Context: an optimization exercise on an open-source flow, tuned for small area, a short achievable clock period and few clock cycles. The choices shown serve that exercise and are no tape-out recipe.
RTL that was checked went through simulation tests only; none was proved equivalent to the original.
Power is estimated from default activity; no workload was simulated.

== job 2554 ==
Design bbt_feistel, start of the top module:
module bbt_feistel (
    input  wire         clk,
    input  wire         rst,
    input  wire         cmd_valid,
    output wire         cmd_ready,
    input  wire [2:0]   cmd_op,
    input  wire [31:0]  cmd_arg,
    input  wire [31:0]  cmd_a,
    input  wire [31:0]  cmd_b,
    input  wire [127:0] cmd_fkey,
    output reg          done,
    output reg          err,
    output wire [31:0]  out_a,
    output wire [31:0]  out_b,
    output reg          emit,
    output reg  [12:0]  kr_raddr,
    input  wire [31:0]  kr_rdata,
    output reg          kr_we,
    output wire [12:0]  kr_waddr,
    output reg  [31:0]  kr_wdata
);
Settings: LEC_CHECK=0, CAP_MARGIN=20, CORE_MARGIN=2, CORE_UTILIZATION=40, SETUP_SLACK_MARGIN=4, SLEW_MARGIN=20; clock period 8.0 ns.
standard.sh (not shown) runs the stock make flow with config.mk's settings and CLKGATE_MAP_FILE= SYNTH_SCRIPT=/design/flow/synth_recipe.tcl, a recipe that flattens the netlist after the stock synthesis.
==> flow/flow/run.sh <==
#!/bin/bash
# Standard ORFS layout, with the port buffers made of the smallest buffer
# cell instead of the one buffer_ports picks by default.
set -euo pipefail
export BUFFER_PORTS_ARGS="-buffer_cell sky130_fd_sc_hd__buf_1"
bash standard.sh > standard.log 2>&1
Both conditions hold for job 2554: the flow ran to the end and the final layout passed the timing, DRC and antenna checks.
Testbench counts of job 2554, summed over its fixed seeds: cycles 421,286.
#### Input delta (job 9942 over job 2554)
- setting PLACE_DENSITY to 0.7 for the first time
- setting CTS_CLUSTER_DIAMETER to 80 for the first time
- setting CTS_BUF_LIST to sky130_fd_sc_hd__clkbuf_8 for the first time
- changing CORE_UTILIZATION from 40 to 60
- setting CTS_CLUSTER_SIZE to 14 for the first time
- Number of setup buffers added after CTS (lower): job 9942
- Job 9942 does better than job 2554 on die area.
- Side by side, worst hold slack turned out higher in job 9942 than in job 2554.
- Job 9942 vs job 2554 on sequential share of layout area: job 9942 is the higher one.
### job 9942 -> job 570
- clearing CTS_CLUSTER_DIAMETER, which used to be 80
- clearing PLACE_DENSITY, which used to be 0.7
- clearing CTS_BUF_LIST, which used to be sky130_fd_sc_hd__clkbuf_8
- putting ABC_CLOCK_PERIOD_IN_PS at 3000 where nothing was set
- swapping 60 for 40 in CORE_UTILIZATION
- clearing CTS_CLUSTER_SIZE, which used to be 14
==> flow/flow/run.sh <==
#!/bin/bash
# Standard ORFS layout (the standard.sh) with two changes:
#  - the port buffers are the smallest buffer cell instead of the one
#    buffer_ports picks by default;
#  - synthesis maps the logic with an area-recovering ABC script (yosys's
#    usual liberty script with a 3 ns delay target) instead of ORFS's speed
#    script. Everything else in synthesis (registers, names, flattening) is
#    the standard one: only abc_speed.script differs in the scripts copy.
set -euo pipefail
rm -rf scripts
cp -r "$FLOW_HOME/scripts" scripts
cat > scripts/abc_speed.script <<'ABC'
strash
&get -n
&fraig -x
&put
scorr
dc2
dretime
strash
&get -n
&dch -f
&nf {D}
&put
buffer -c
topo
stime -c
upsize -c
dnsize -c
ABC
export SCRIPTS_DIR="$PWD/scripts"
export BUFFER_PORTS_ARGS="-buffer_cell sky130_fd_sc_hd__buf_1"
bash standard.sh > standard.log 2>&1
## What came out
The final layouts of job 9942 and job 570 pass the timing, DRC and antenna checks.
Job 9942 vs job 570, launch point of the worst path: op[0] vs kr_rdata[0]
[compare] base=job 9942 new=job 570: count of TritonRoute iterations in the first routing pass shrank by 4, wire length per cell -1.3%.
Diff job 9942 -> job 570: power consumed by combinational cells higher; non-clock buffer count in the final layout higher; number of gates on the worst path with buffers counted higher; highest ir drop seen on vdd higher; overall power consumption higher.
The higher shortest period the worst path allows came out of job 570.
Looking only at global-route usage over all layers, and setting everything else aside, the lower value of job 9942 and job 570 goes to job 570.
Job 570 leaves less setup margin than job 9942.
Job 570 against job 9942; via count normalized by instance count is down by a little under 10%.


Another version of the RTL of bbt_feistel (not shown whole).
Size: ~1800 cells after synthesis, roughly 390 I/O pins, roughly 16000 um2 of cells after synthesis.
Settings: LEC_CHECK=0, CAP_MARGIN=10, CORE_MARGIN=2, CORE_UTILIZATION=60, CTS_BUF_LIST=sky130_fd_sc_hd__clkbuf_8, CTS_CLUSTER_DIAMETER=80, CTS_CLUSTER_SIZE=14, PLACE_DENSITY=0.7, SETUP_SLACK_MARGIN=4.4, SLEW_MARGIN=10; clock period 8.0 ns.
==> flow/flow/run.sh <==
#!/bin/bash
# Standard ORFS layout, with the port buffers made of the smallest buffer
# cell instead of the one buffer_ports picks by default.
set -euo pipefail
export BUFFER_PORTS_ARGS="-buffer_cell sky130_fd_sc_hd__buf_1"
bash standard.sh > standard.log 2>&1
The baseline completed without violations.
Testbench counts at the start, summed over its fixed seeds: cycles 420,510.
Next try:
- CAP_MARGIN: 10 -> 20
- CTS_CLUSTER_DIAMETER: 80 -> not set
- CTS_CLUSTER_SIZE: 14 -> not set
- SETUP_SLACK_MARGIN: 4.4 -> 4
- SLEW_MARGIN: 10 -> 20
The changed run produced a clean layout.
Clock skew went down by 0.0062 ns.
Wire length went down by about 1%.
Clock power went up by 63%.
Combinational power went down by 4.4%.
Final area went up by 0.76%.
Non-clock buffer count went down by 8.
Global-route usage went down by 0.62 points.
Maximum frequency went down by 8.1%.
Synthesized area is unchanged.
Next try:
- CAP_MARGIN: 20 -> 0
- CTS_CLUSTER_DIAMETER: not set -> 80
- CTS_CLUSTER_SIZE: not set -> 14
- SETUP_SLACK_MARGIN: 4 -> 4.4
- SLEW_MARGIN: 20 -> 0
Result: The new run completed without violations. Critical path depth fell by 1. Worst setup slack is better by 0.32 ns. Sequential share of layout area rose by 0.27 points. Via count fell by 0.49%. Synthesized area stays the same. Routed wire length rose by 1.0%.
Next try:
- CAP_MARGIN: 0 -> 10
- CORE_UTILIZATION: 60 -> 70
- PLACE_DENSITY: 0.7 -> 0.8
- SLEW_MARGIN: 0 -> 10
Outcome:
- clock power is higher by about 2%
- cell area stays flat
- via count goes up by 4.5%
- die area goes down by 14%
- flip-flop and latch count is unchanged


== job 101 ==
bbt_feistel, a different RTL version from the one above (not shown whole).
Size in the first run: roughly 1800 cells after synthesis, ~260 flip-flops, roughly 390 I/O pins, about 17000 um^2 of cells after synthesis.
Settings: LEC_CHECK=0, CAP_MARGIN=20, CORE_MARGIN=2, CORE_UTILIZATION=40, SETUP_SLACK_MARGIN=5, SLEW_MARGIN=20; clock period 8.0 ns.
Scripts as last shown in full above: flow/flow/run.sh
## Diff of input files: job 102 against job 101
Settings: removing SETUP_SLACK_MARGIN (formerly 5).
==> flow/run.sh (new file) <==
#!/bin/bash
# synth_recipe.tcl (not shown) runs the flow's synth.tcl, then flattens the netlist and writes it again
# the make line also repeats each setting of config.mk as NAME=value (left out here)
make -C /OpenROAD-flow-scripts/flow DESIGN_CONFIG=/design/flow/config.mk WORK_HOME=/design/flow/orfs CLKGATE_MAP_FILE= SYNTH_SCRIPT=/design/flow/synth_recipe.tcl finish
removed: flow/flow/run.sh
removed: flow/standard.sh
[summary]
Between job 101 and job 102, the flow reports via count of the first global-routing pass decreasing by a few percent.
Hold slack: job 102 > job 101
What job 102 reported for switching component of the power has to be multiplied by 1.12 to get the figure for job 101.
Residual overflow from global routing: job 102 vs job 101 identical
Lower cell count along the critical path among job 102 and job 101: job 102
On clock power share: job 102 sits above job 101.
From job 101 to job 102 the numbers moved as follows: non-clock buffer share of cell area picked up an extra 5.7 points, number of optimization iterations in the first detailed-route pass shows a reduction of 1.
Here is what was changed in the inputs of job 103 compared with job 102.
==> flow/flow/run.sh (new file) <==
#!/bin/bash
# Standard ORFS layout, with the port buffers made of the smallest buffer
# cell instead of the one buffer_ports picks by default.
set -euo pipefail
export BUFFER_PORTS_ARGS="-buffer_cell sky130_fd_sc_hd__buf_1"
bash standard.sh > standard.log 2>&1
==> flow/standard.sh (new file) <==
#!/bin/bash
# synth_recipe.tcl (not shown) runs the flow's synth.tcl, then flattens the netlist and writes it again
# the make line also repeats each setting of config.mk as NAME=value (left out here)
make -C /OpenROAD-flow-scripts/flow DESIGN_CONFIG=/design/flow/config.mk WORK_HOME=/design/flow/orfs CLKGATE_MAP_FILE= SYNTH_SCRIPT=/design/flow/synth_recipe.tcl "${@:-finish}"
removed: flow/run.sh
Notes after the runs:
Job 103 ended with every stage complete and zero timing, DRC or antenna violations.
Going from job 102 to job 103, combinational power share dropped 2.0 points; clock-buffer cell count now sits lower; net total in the final layout roughly the same; time the worst path needs with I/O delays and setup moved down; sequential share of power went up.
Delta (job 103 minus job 102): post-CTS setup buffer count did not really move; final wirelength lost 4.0%.
Comparing job 102 against job 103, there is no change at all in post-synth design cell area.
The power in the clock group in job 103 sits about 3% below the value recorded for job 102.
Modified inputs, job 104 compared to job 103
Settings: setting SETUP_SLACK_MARGIN to 4 for the first time.
[summary]
Cell with the largest stage delay on the worst path: a211oi_1 -> job 104, a21oi_1 -> job 103
Job 104: maximum clock skew at final layout lower than job 103
Job 103 → job 104: worst hold slack increased 0.0041 ns, buffer count excluding the clock tree in the final layout fell by about 0.47%.
No functional check of the RTL was part of any run of this note.


run A:
bbt_feistel with an RTL version that a note above also has.
Size in the first run: ~1800 cells after synthesis, ~390 I/O pins, ~0.016 sq mm of cells after synthesis.
clock: 8.0 ns
lec_check: 0
cap_margin: 5
core_margin: 2
core_utilization: 70
cts_buf_list: sky130_fd_sc_hd__clkbuf_4 sky130_fd_sc_hd__clkbuf_8
place_density: 0.8
setup_slack_margin: 4
slew_margin: 5
==> flow/flow/run.sh <==
#!/bin/bash
# Standard ORFS layout, with the port buffers made of the smallest buffer
# cell instead of the one buffer_ports picks by default.
set -euo pipefail
export BUFFER_PORTS_ARGS="-buffer_cell sky130_fd_sc_hd__buf_1"
bash standard.sh > standard.log 2>&1
Run A: all stages complete, timing, DRC and antenna checks passed
Testbench counts of run A, summed over its fixed seeds: cycles 420,510.
> inputs changed (run A -> run B)
# run A
export LEC_CHECK = 0
export CAP_MARGIN = 5
export CORE_MARGIN = 2
export CORE_UTILIZATION = 70
export CTS_BUF_LIST = sky130_fd_sc_hd__clkbuf_4 sky130_fd_sc_hd__clkbuf_8
export PLACE_DENSITY = 0.8
export SETUP_SLACK_MARGIN = 4
export SLEW_MARGIN = 5
create_clock -name core_clock -period 8.0 [get_ports {clk}]
# run B
export LEC_CHECK = 0
export CAP_MARGIN = 20
export CORE_MARGIN = 2
export CORE_UTILIZATION = 40
export SETUP_SLACK_MARGIN = 4
export SLEW_MARGIN = 20
create_clock -name core_clock -period 8.0 [get_ports {clk}]
- Run B vs run A — critical path depth dropped 1.
- Run B against run A: met1 global-route usage went down 18 points, count of antenna diodes in the layout went up 2.
- Cell depth of the worst flop-to-flop path: run B and run A compared, higher one is run B
- The finished layout cell area number comes out higher for run B vs run A.
- Compared with run A, run B has extra setup slack.
- Between run B and run A, the post-detailed-placement cell area is higher for run B.
What run C does differently from run B at the input level:
# run B
export LEC_CHECK = 0
export CAP_MARGIN = 20
export CORE_MARGIN = 2
export CORE_UTILIZATION = 40
export SETUP_SLACK_MARGIN = 4
export SLEW_MARGIN = 20
create_clock -name core_clock -period 8.0 [get_ports {clk}]
# run C
export LEC_CHECK = 0
export CAP_MARGIN = 10
export CORE_MARGIN = 2
export CORE_UTILIZATION = 60
export CTS_BUF_LIST = sky130_fd_sc_hd__clkbuf_8
export CTS_CLUSTER_DIAMETER = 80
export CTS_CLUSTER_SIZE = 14
export PLACE_DENSITY = 0.7
export SETUP_SLACK_MARGIN = 4.3
export SLEW_MARGIN = 10
create_clock -name core_clock -period 8.0 [get_ports {clk}]
Summary of run C over run B: clock-pin slew of the registers on the worst-case setup and hold paths up 0.04 ns; detailed-routing iteration count for the pre-antenna-repair pass down 2. Lower all-layer global routing usage goes to run B over run C. On global-route wire length before repair, the higher figure sits with run B, not run C.
The inputs of run D differ from those of run C as listed below.
# run C
export LEC_CHECK = 0
export CAP_MARGIN = 10
export CORE_MARGIN = 2
export CORE_UTILIZATION = 60
export CTS_BUF_LIST = sky130_fd_sc_hd__clkbuf_8
export CTS_CLUSTER_DIAMETER = 80
export CTS_CLUSTER_SIZE = 14
export PLACE_DENSITY = 0.7
export SETUP_SLACK_MARGIN = 4.3
export SLEW_MARGIN = 10
create_clock -name core_clock -period 8.0 [get_ports {clk}]
# run D
export LEC_CHECK = 0
export CAP_MARGIN = 10
export CORE_MARGIN = 2
export CORE_UTILIZATION = 60
export CTS_BUF_LIST = sky130_fd_sc_hd__clkbuf_8
export CTS_CLUSTER_DIAMETER = 80
export CTS_CLUSTER_SIZE = 14
export PLACE_DENSITY = 0.7
export SETUP_SLACK_MARGIN = 4.4
export SLEW_MARGIN = 10
create_clock -name core_clock -period 8.0 [get_ports {clk}]
==> flow/flow/run.sh <==
#!/bin/bash
# Standard ORFS layout (the standard.sh) with two changes: the port
# buffers are the smallest buffer cell instead of the one buffer_ports picks
# by default, and the buffers ABC put in the netlist are removed at the
# floorplan (ORFS's REMOVE_ABC_BUFFERS), so the later repair steps buffer
# only where the placed design needs it.
set -euo pipefail
export BUFFER_PORTS_ARGS="-buffer_cell sky130_fd_sc_hd__buf_1"
export REMOVE_ABC_BUFFERS=1
bash standard.sh > standard.log 2>&1
Findings:
- The highest routed metal layer comes out met4 in one run and met5 in the other, namely in run C and run D respectively.
- Run D gives more area growth from synthesis to final layout than run C did.
- Compare run C and run D | summed area of non-filler cells in the final layout higher: run D
- Of the two candidates, run C has the better relative slew slack and run D the worse one.
- Run D completed; timing, DRC and antenna clean
- met1 routing resource usage after global routing in run D is 0.29 points higher than in run C
- Run C and run D ended up with roughly the same proportion of cell area occupied by multi-input gates.
- Changes observed in run D relative to run C: global-route met3 utilization shows an increase of 2.1 points; power shows an increase of 1.0%; number of standard cells in the layout, taps in and fillers out shows no meaningful change; routed wire length shows an increase of about 1.4%.


The RTL this note starts from:
==> flow/design.v <==
module bbt_feistel (
    input  wire         clk,
    input  wire         rst,
    input  wire         cmd_valid,
    output wire         cmd_ready,
    input  wire [2:0]   cmd_op,
    input  wire [31:0]  cmd_arg,
    input  wire [31:0]  cmd_a,
    input  wire [31:0]  cmd_b,
    input  wire [127:0] cmd_fkey,
    output reg          done,
    output reg          err,
    output wire [31:0]  out_a,
    output wire [31:0]  out_b,
    output reg          emit,
    output reg  [12:0]  kr_raddr,
    input  wire [31:0]  kr_rdata,
    output reg          kr_we,
    output wire [12:0]  kr_waddr,
    output reg  [31:0]  kr_wdata
);
    localparam OP_KEY_COPY   = 3'd0;
    localparam OP_KEY_XOR    = 3'd1;
    localparam OP_DESCRAMBLE = 3'd2;
    localparam OP_BLOCK_ENC  = 3'd3;
    localparam OP_BLOCK_DEC  = 3'd4;
    localparam OP_SFUNC      = 3'd5;
    localparam OP_STREAM_BEG = 3'd6;
    localparam OP_STREAM_PR  = 3'd7;
    reg         s_wait;          
    reg         s_acc;           
    reg         s_chk;           
    reg         s_rnd;           
    reg         s_fin;           
    reg         s_pro1;          
    reg         s_xor;           
    reg [2:0]   op;
    reg         copied, ready, active;
    reg [9:0]   k1h;             
    reg [10:0]  k2h;             
    reg [28:0]  pairs_left;
    reg [1:0]   pidx;
    reg [2:0]   cyc;             
    reg [3:0]   r;               
    reg [11:0]  cnt;             
    reg         in_k2;           
    reg [31:0]  x, y, acc, w;
    assign cmd_ready = s_acc;
    assign out_a = y;
    assign out_b = x;
    wire fwd  = (op == OP_DESCRAMBLE) || (op == OP_BLOCK_ENC);
    wire desc = (op == OP_DESCRAMBLE);
    wire sf   = (op == OP_SFUNC);
    wire kx   = (op == OP_KEY_XOR);
    wire [31:0] sum  = acc + kr_rdata;
    wire [31:0] xnew = y ^ sum;
    wire [31:0] yrd  = y ^ kr_rdata;
    function [12:0] tab(input [1:0] t, input [7:0] v);
        tab = {1'b1, 2'b00, t, v};
    endfunction
    function [12:0] key(input f, input [4:0] n);
        key = {8'd0, f ? n : 5'd17 - n};
    endfunction
    wire len_ok = !x[0] && x[15:0] >= 16'd18 && x[15:0] <= 16'd1024 &&
                  !x[16] && x[31:16] >= 16'd1024 && x[31:16] <= 16'd4096;
    wire cmd_bad = (op == OP_KEY_COPY)   ? !len_ok :
                   (op == OP_STREAM_BEG) ? (!ready || x[2:0] != 3'd0) :
                   (op == OP_STREAM_PR)  ? !active : !copied;
    wire chk_end = cmd_bad || (op == OP_KEY_COPY) || (op == OP_STREAM_BEG);
    wire first_k1  = !in_k2 && (cnt == 12'd0);      
    wire k1_end    = !in_k2 && (cnt[11:1] == {1'b0, k1h});
    wire desc_end  = in_k2 && (cnt[11:1] == k2h);
    wire c4        = s_rnd && (cyc == 3'd4);
    wire rnd_last  = c4 && (sf || r == 4'd15);
    wire swap      = c4 || s_chk || (s_pro1 && !desc_end);
    wire [11:0] cnt1     = cnt + 12'd1;
    wire        xor_last = (cnt[10:0] == {k1h, 1'b1});
    assign kr_waddr = {in_k2, cnt[11:1], cnt[0] | s_fin};
    always @(posedge clk) begin
        if (rst) begin
            s_wait <= 1'b1;
            s_acc  <= 1'b0;
            s_chk  <= 1'b0;
            s_rnd  <= 1'b0;
            s_fin  <= 1'b0;
            s_pro1 <= 1'b0;
            s_xor  <= 1'b0;
            copied <= 1'b0;
            ready  <= 1'b0;
            active <= 1'b0;
            done   <= 1'b0;
            kr_we  <= 1'b0;
        end else begin
            done  <= 1'b0;
            kr_we <= 1'b0;
            if (s_wait && cmd_valid) begin
                s_wait <= 1'b0;
                s_acc  <= 1'b1;
            end
            if (s_acc) begin
                s_acc <= 1'b0;
                if (sf && copied) begin
                    s_rnd <= 1'b1;
                end else if (kx && copied) begin
                    ready  <= 1'b0;
                    active <= 1'b0;
                    s_xor  <= 1'b1;
                end else begin
                    s_chk <= 1'b1;
                end
            end
            if (s_chk) begin
                s_chk <= 1'b0;
                if (chk_end) begin
                    done   <= 1'b1;
                    s_wait <= 1'b1;
                end else begin
                    s_rnd <= 1'b1;
                end
                if (!cmd_bad) begin
                    case (op)
                    OP_KEY_COPY: begin
                        copied <= 1'b1;
                        ready  <= 1'b0;
                        active <= 1'b0;
                    end
                    OP_DESCRAMBLE: active <= 1'b0;
                    OP_STREAM_BEG: active <= (x[31:3] != 29'd0);
                    default: ;
                    endcase
                end
            end
            if (rnd_last) begin
                s_rnd <= 1'b0;
                s_fin <= 1'b1;
                kr_we <= desc;
            end
            if (s_fin) begin
                s_fin <= 1'b0;
                if (desc) begin
                    s_pro1 <= 1'b1;
                    kr_we  <= 1'b1;
                end else begin
                    done   <= 1'b1;
                    s_wait <= 1'b1;
                    if (op == OP_STREAM_PR) active <= (pairs_left != 29'd1);
                end
            end
            if (s_pro1) begin
                s_pro1 <= 1'b0;
                if (desc_end) begin
                    ready  <= 1'b1;
                    done   <= 1'b1;
                    s_wait <= 1'b1;
                end else begin
                    s_rnd <= 1'b1;
                end
            end
            if (s_xor) begin
                if (xor_last) begin
                    done   <= 1'b1;
                    s_xor  <= 1'b0;
                    s_wait <= 1'b1;
                end else begin
                    kr_we <= !cnt1[11];
                end
            end
        end
    end
    always @(posedge clk) begin
        w <= s_acc ? cmd_fkey[95:64] : y;
        if (s_wait) op <= cmd_op;
        if (s_acc)
            x <= kx ? cmd_fkey[31:0] :
                 (sf || op == OP_KEY_COPY || op == OP_STREAM_BEG) ? cmd_arg :
                 desc ? 32'd0 : cmd_b;
        else if (swap)
            x <= (s_pro1 && first_k1) ? 32'd0 : xnew;    
        else if (s_xor)
            x <= acc;
        if (s_acc)
            y <= kx ? cmd_fkey[127:96] : (sf || desc) ? 32'd0 : cmd_a;
        else if (s_rnd && cyc == 3'd0)
            y <= sf ? 32'd0 : yrd;
        else if (s_fin)
            y <= sf ? x : yrd;
        else if (swap || s_xor)
            y <= x;
        if (s_acc && kx)
            acc <= cmd_fkey[63:32];
        else if (s_rnd && (cyc == 3'd1 || cyc == 3'd2))
            acc <= acc ^ kr_rdata;
        else if (s_rnd && cyc == 3'd3)
            acc <= sum;
        else if (s_xor)
            acc <= w;
        else
            acc <= 32'd0;
        kr_wdata <= (s_fin || s_xor) ? yrd : xnew;
        if (s_wait)
            kr_raddr <= key(cmd_op == OP_DESCRAMBLE || cmd_op == OP_BLOCK_ENC, 5'd0);
        else if (s_acc)
            kr_raddr <= kx ? 13'd0 : sf ? tab(2'd2, cmd_arg[15:8]) : key(fwd, 5'd1);
        else if (swap && !(c4 && r == 4'd15))
            kr_raddr <= tab(2'd2, (s_pro1 && first_k1) ? 8'd0 : xnew[15:8]);
        else if (c4)
            kr_raddr <= key(fwd, 5'd0);
        else if (s_rnd) begin
            case (cyc)
            3'd0: kr_raddr <= tab(2'd1, x[23:16]);
            3'd1: kr_raddr <= tab(2'd3, x[7:0]);
            3'd2: kr_raddr <= tab(2'd0, x[31:24]);
            default: kr_raddr <= key(fwd, {1'b0, r} + 5'd2);
            endcase
        end else if (s_fin)
            kr_raddr <= key(fwd, 5'd1);
        else if (s_xor)
            kr_raddr <= {3'd0, cnt[9:0] + 10'd3};
        if (!s_rnd) begin
            cyc <= 3'd0;
            r   <= 4'd0;
        end else begin
            cyc <= (cyc == 3'd4) ? 3'd0 : cyc + 3'd1;
            if (cyc == 3'd4) r <= r + 4'd1;
        end
        if (s_acc) begin
            cnt   <= kx ? 12'hffe : 12'd0;
            in_k2 <= 1'b0;
        end else if (s_xor) begin
            cnt <= cnt1;
        end else if (s_pro1) begin
            if (k1_end) begin
                in_k2 <= 1'b1;
                cnt   <= 12'd0;
            end else begin
                cnt <= cnt + 12'd2;
            end
        end
        if (s_acc)
            err <= 1'b0;
        if (s_chk) begin
            err <= cmd_bad;
            if (op == OP_KEY_COPY && !cmd_bad) begin
                k1h <= x[10:1] - 10'd1;
                k2h <= x[27:17] - 11'd1;
            end
            if (op == OP_STREAM_BEG && !cmd_bad) begin
                pairs_left <= x[31:3];
                pidx       <= 2'd0;
            end
        end
        if (s_fin && op == OP_STREAM_PR) begin
            emit       <= pidx[1];
            pidx       <= pidx[1] ? pidx : pidx + 2'd1;
            pairs_left <= pairs_left - 29'd1;
        end
    end
endmodule
export LEC_CHECK = 0
export CAP_MARGIN = 10
export CORE_MARGIN = 2
export CORE_UTILIZATION = 60
export CTS_BUF_LIST = sky130_fd_sc_hd__clkbuf_8
export CTS_CLUSTER_DIAMETER = 80
export CTS_CLUSTER_SIZE = 14
export PLACE_DENSITY = 0.7
export SETUP_SLACK_MARGIN = 4.6
export SLEW_MARGIN = 10
create_clock -name core_clock -period 8.0 [get_ports {clk}]
==> flow/flow/run.sh <==
#!/bin/bash
# Standard ORFS layout, with the port buffers made of the smallest buffer
# cell instead of the one buffer_ports picks by default.
set -euo pipefail
export BUFFER_PORTS_ARGS="-buffer_cell sky130_fd_sc_hd__buf_1"
bash standard.sh > standard.log 2>&1
The baseline produced a clean layout.
Testbench counts at the start, summed over its fixed seeds: cycles 420,510.
==> next run, changes <==
CAP_MARGIN = 20   (was 10)
SETUP_SLACK_MARGIN = 4   (was 4.6)
SLEW_MARGIN = 20   (was 10)
- The new run finished with timing, DRC and antenna clean
- via count drops by 1.5%
- synthesized area is unchanged
- setup slack gets worse by 0.29 ns
==> next run, changes <==
CAP_MARGIN = 10   (was 20)
SETUP_SLACK_MARGIN = 4.8   (was 4)
SLEW_MARGIN = 10   (was 20)
The new run completed without violations. Total power rose by a few percent. Setup slack improves by 0.20 ns. Non-clock buffer count rose by 100. Sequential power hardly moves. Wire length rose by a little under a tenth. Design area rose by roughly a tenth. Count of clock-buffer cells in the layout does not change. Global-route usage rose by 2.6 points. First-iteration DRC count rose by a few percent. Via count rose by a few percent. Synthesized area stays the same.
==> next run, changes <==
PLACE_DENSITY = 0.8   (was 0.7)
SETUP_SLACK_MARGIN = 4.4   (was 4.8)
Power went down by 2.6%.
Non-clock buffer count fell by 91.
Worst setup slack gains 0.076 ns.
Combinational power came out lower by 13%.
Flip-flop and latch count does not change.
==> next run, changes <==
GPL_ROUTABILITY_DRIVEN = 0   (was default)
PLACE_DENSITY = 0.7   (was 0.8)
Power stays flat.
Via count shrinks by 2.5%.
Routed wire length shrinks by 1.2%.
Clock power is about the same.
Sequential power hardly moves.

static timing again, ports no longer ideal:
How much do the figures lean on ideal ports? The routed layouts below were timed once more, with nothing changed but the port constraints.
Step 1 sets driving cells, clkbuf_16 on the clock port and buf_2 on the other inputs (assumed; they add their load-dependent delay and slew).
Step 2 also shifts input and output timing later by t, the mid clock arrival at the registers, as if the neighbouring blocks saw the same clock.
a / b / c = ideal / step 1 / step 2; a / b = the first two.
| run | t, ns | setup slack, ns | worst setup path after step 2 | clock arrival spread, ns | worst data-port slew with drivers (ns) |
|---|---|---|---|---|---|
| job 2554 | 0.623 | 4.079 / 4.096 / 3.483 | input to register | 0.019 / 0.019 | 0.09 |
| job 9942 | 0.622 | 4.028 / 4.028 / 3.474 | input to register | 0.033 / 0.032 | 0.08 |
| job 570 | 0.611 | 2.861 / 2.881 / 2.270 | input to register | 0.019 / 0.019 | 0.10 |
| the first run of note 2 | 0.625 | 4.417 / 4.444 / 3.819 | input to register | 0.030 / 0.029 | 0.08 |
| the second run of note 2 | 0.603 | 4.102 / 4.116 / 3.512 | input to register | 0.023 / 0.023 | 0.08 |
| the third run of note 2 | 0.625 | 4.417 / 4.444 / 3.819 | input to register | 0.030 / 0.029 | 0.08 |
| the fourth run of note 2 | 0.602 | 4.186 / 4.181 / 3.579 | input to register | 0.024 / 0.024 | 0.07 |
| job 101 | 0.646 | 4.293 / 4.308 / 3.662 | input to register | 0.012 / 0.012 | 0.10 |
| job 102 | 0.637 | 3.251 / 3.278 / 2.640 | input to register | 0.015 / 0.015 | 0.11 |
| job 103 | 0.641 | 3.557 / 3.583 / 2.941 | input to register | 0.029 / 0.029 | 0.10 |
| job 104 | 0.591 | 4.064 / 4.091 / 3.500 | input to register | 0.023 / 0.023 | 0.11 |
| run A | 0.607 | 4.008 / 4.025 / 3.418 | input to register | 0.026 / 0.026 | 0.10 |
| run B | 0.627 | 4.048 / 4.076 / 3.449 | input to register | 0.021 / 0.021 | 0.09 |
| run C | 0.620 | 4.256 / 4.263 / 3.643 | input to register | 0.024 / 0.024 | 0.08 |
| run D | 0.645 | 4.439 / 4.440 / 3.808 | input to register | 0.051 / 0.051 | 0.09 |
| the first run of note 5 | 0.643 | 4.430 / 4.437 / 3.794 | input to register | 0.033 / 0.032 | 0.11 |
| the second run of note 5 | 0.621 | 4.138 / 4.154 / 3.533 | input to register | 0.045 / 0.046 | 0.08 |
| the third run of note 5 | 0.631 | 4.336 / 4.338 / 3.707 | input to register | 0.042 / 0.042 | 0.08 |
| the fourth run of note 5 | 0.621 | 4.412 / 4.435 / 3.814 | input to register | 0.024 / 0.024 | 0.07 |
| the fifth run of note 5 | 0.625 | 4.403 / 4.398 / 3.773 | input to register | 0.045 / 0.045 | 0.07 |
After both steps setup and hold are still met in every run listed. For the first run of note 5, which loses most, drivers alone change the setup slack by +0.007 ns; drivers and shift together by -0.636 ns.
